Background: an optimization exercise with open tools, aiming at small area, a short achievable clock period and few clock cycles. Do not read the settings as production practice. Where RTL was checked, it was by simulation tests only, not by an equivalence proof against the original. No activity file was given, so power comes from the tool's default toggle rates.

## run E
// bat_ms
module bat_ms (
    input  wire        clk,
    input  wire        rst,
    input  wire        start,
    input  wire [1:0]  cfg_nsrc_m1,
    input  wire [15:0] cfg_bits_in_m1,           
    input  wire [15:0] cfg_in_align_repeat,      
    input  wire [15:0] cfg_in_align_bits_m1,     
    input  wire [3:0]  cfg_out_align_repeat,
    input  wire [3:0]  cfg_out_align_bits_m1,
    input  wire [15:0] cfg_repeat,
    input  wire [3:0]  in_valid,
    input  wire [3:0]  in_eod,
    input  wire [31:0] in_data,
    output wire [3:0]  in_ready,
    output wire        out_valid,
    output wire [7:0]  out_data,
    input  wire        out_ready,
    output wire        busy,
    output reg         ended_eod
);
Settings: LEC_CHECK=0, CAP_MARGIN=20, CORE_MARGIN=2, CORE_UTILIZATION=40, PLACE_DENSITY=0.6, SLEW_MARGIN=20; clock period 10.0 ns.
standard.sh (not shown) runs the stock make flow with config.mk's settings and CLKGATE_MAP_FILE= SYNTH_SCRIPT=/design/flow/synth_recipe.tcl, a recipe that flattens the netlist after the stock synthesis.
==> flow/flow/run.sh <==
#!/bin/bash
set -euo pipefail
MARGIN=6
sed "s|^make -C |make SETUP_SLACK_MARGIN=${MARGIN} 'BUFFER_PORTS_ARGS=-buffer_cell sky130_fd_sc_hd__buf_1' -C |" standard.sh > standard_margin.sh
bash standard_margin.sh > standard_margin.log 2>&1
Testbench counts of run E, summed over its fixed seeds: cycles 48,584.
diff inputs: run E => run G
--- a/flow/design.v
+++ b/flow/design.v
@@ -39,20 +39,21 @@
     reg        sd    [0:3];       
     reg [3:0]  out_cd;
     reg        od;                
     reg [3:0]  skip_left;
     reg [6:0]  acc   [0:3];
     reg [4:0]  ad    [0:3];
     reg        part;
     reg [7:0]  hold;
     reg        s_v;
     reg        s_free;
+    reg [4:0]  pok;
     reg [15:0] s_bits;
     reg [5:0]  s_lim;
     reg        s_pad;
     reg [31:0] em;
     reg [5:0]  em_n;
     reg [2:0]  pp;                
     reg [3:0]  pk;                
     reg [1:0]  poi;               
     reg [5:0]  pr;                
     integer i;
@@ -72,26 +73,31 @@
     wire [3:0]  c_cd    = in_cd[src];
     wire [3:0]  c_pad   = in_pu[src];
     wire [6:0]  c_a7    = acc[src];
     wire [4:0]  c_ad    = ad[src];
     wire [2:0]  c_a3    = c_ad[2:0] + c_bm1[2:0] + 3'd1;
     wire        c_sd    = sd[src];
     wire        c_valid = in_valid[src];
     wire        c_eod   = in_eod[src];
     wire [7:0]  c_data  = in_data[8*src +: 8];
     wire        opaddue  = lst && od;
-    wire        pad_ok   = (!c_sd || (pp > {1'b0, src})) && (!opaddue || (pp == 3'd5));
+    wire        pad_ok   = (!c_sd || pok[src]) && (!opaddue || pok[4]);
     wire        need     = part || c_ad[4];
     wire        run_go   = (state == S_RUN) && s_free && pad_ok;
     wire        run_rdy  = run_go && need;
     wire        skip_rdy = (state == S_SKIP) && s_free;
-    assign in_ready = (run_rdy || skip_rdy) ? (4'b0001 << src) : 4'b0000;
+    wire        rdy_com  = s_free && ((state == S_SKIP) || ((state == S_RUN) && !(opaddue && !pok[4])));
+    genvar g;
+    generate for (g = 0; g < 4; g = g + 1) begin : g_rdy
+        assign in_ready[g] = (src == g) && rdy_com &&
+                             ((state == S_SKIP) || ((part || ad[g][4]) && (!sd[g] || pok[g])));
+    end endgenerate
     wire        take     = (run_rdy || skip_rdy) && c_valid;
     wire        take_eod = take && c_eod;
     wire        take_dat = take && !c_eod;
     wire [14:0] c_acc    = {c_a7, part ? hold : {1'b0, c_a7}};
     wire [3:0]  c_an     = {part, c_a3};
     wire [22:0] x_bits   = {c_acc, c_data};
     wire [37:0] x_sh     = {x_bits, 15'd0} >> c_an;
     wire [15:0] s_mask   = ~(16'h7fff >> c_bm1);
     wire [15:0] smp      = x_sh[22:7] & s_mask;
     wire [2:0]  left     = c_ad[2:0];
@@ -135,36 +141,38 @@
                 s_lim  <= (state == S_RUN) ? 6'd31 - {2'b0, c_bm1} : 6'd32;
                 s_pad  <= opaddue && ((state != S_RUN) || !skip_in);
                 s_free <= !(issue || (skip_done && opaddue)) ||
                           (em_n_nx <= ((state == S_RUN) ? 6'd31 - {2'b0, c_bm1} : 6'd32));
             end else begin
                 s_free <= (em_n_nx <= {1'b0, s_lim});
             end
             if (state != S_IDLE && pp != 3'd5) begin
                 if (!pu_need) begin
                     pp  <= pp + 3'd1;
+                    pok <= {pok[3:0], 1'b1};
                 end else if (pr[5] || pk != pu_y) begin
                     pr <= pr_next;
                     if (!pr[5]) begin
                         if (pp_src || poi == nsrc_m1) begin
                             pk  <= pk + 4'd1;
                             poi <= 2'd0;
                         end else begin
                             poi <= poi + 2'd1;
                         end
                     end
                 end else begin
                     if (pp_src)
                         in_pu[ppi] <= pr[3:0];
                     else
                         out_pu <= pr[3:0];
                     pp <= pp + 3'd1;
+                    pok <= {pok[3:0], 1'b1};
                     pk <= 4'd0;
                     pr <= 6'd0;
                 end
             end
             if (take)
                 hold <= c_data;
             case (state)
             S_IDLE: begin
                 if (start) begin
                     nsrc_m1 <= cfg_nsrc_m1;
@@ -179,20 +187,21 @@
                     out_m    <= cfg_out_align_repeat;
                     out_cd   <= cfg_out_align_repeat;
                     od       <= (cfg_out_align_repeat == 4'd1);
                     out_pu   <= cfg_out_align_bits_m1;
                     rep_left <= cfg_repeat;
                     rep_en   <= (cfg_repeat != 16'd0);
                     rep_last <= (cfg_repeat == 16'd1);
                     src      <= 2'd0;
                     lst      <= (cfg_nsrc_m1 == 2'd0);
                     pp       <= 3'd0;
+                    pok      <= 5'd0;
                     pk       <= 4'd0;
                     poi      <= 2'd0;
                     pr       <= 6'd0;
                     part     <= 1'b0;
                     em       <= 32'd0;
                     state    <= S_RUN;
                 end
             end
             S_RUN: begin
                 if (take_eod) begin
[summary]
Summary of run G over run E: number of antenna violations at the first check in global routing has remained practically unchanged; via count of the first global-routing pass has increased; global-route usage has decreased.
When run G is set beside run E, its sequential power turns out to be about 5% larger.
Clock power (run E / run G): 0.940
Run E vs run G, timing startpoint of the critical path: pp[0] vs pp[2]
When run G is set beside run E, its routing usage on met3 turns out to be 0.39 points larger.
In the tables for run G and run E, multiplexer share of the synthesized area reads higher with run G.
Run G does better than run E on post-layout minimum cycle time.
Summary of run G over run E: worst hold margin up 0.025 ns, standby leakage power up 3.3%.
The power per standard cell area number comes out lower for run E vs run G.
Re final instance count without filler cells: run E was lower than run G.
A worst-path cell with the longest stage delay of sky130_fd_sc_hd__mux4_2 is what run G shows, while sky130_fd_sc_hd__edfxtp_1 belongs to run E.
No functional check of the RTL was part of run G.

[static timing again, ports no longer ideal]
The results above use ideal ports. As a check the final layouts listed here were re-extracted and re-timed, cells and wires unchanged. Step 1 (the two cells are an assumption about what drives the block):
set clk [get_ports {clk}]
set_driving_cell -lib_cell sky130_fd_sc_hd__clkbuf_16 $clk
set_driving_cell -lib_cell sky130_fd_sc_hd__buf_2 [delete_from_list [all_inputs] $clk]
Step 2 also shifts input and output timing later by t, the mid clock arrival at the registers, as if the neighbouring blocks saw the same clock. a / b / c = ideal ports / drivers / drivers and shift; a / b = the first two.
| run | t, ns | setup slack, ns | worst setup path at the end | clock arrival spread, ns | pins driven straight from the clock port |
|---|---|---|---|---|---|
| run E | 0.635 | 5.590 / 5.536 / 5.286 | input to register | 0.028 / 0.028 | 1 |
| run G | 0.624 | 5.775 / 5.775 / 5.430 | input to register | 0.028 / 0.028 | 1 |
After both steps every run listed still meets setup and hold. The setup slack of run G, which loses most, moves by 0.000 ns with the drivers and by -0.345 ns with both steps.
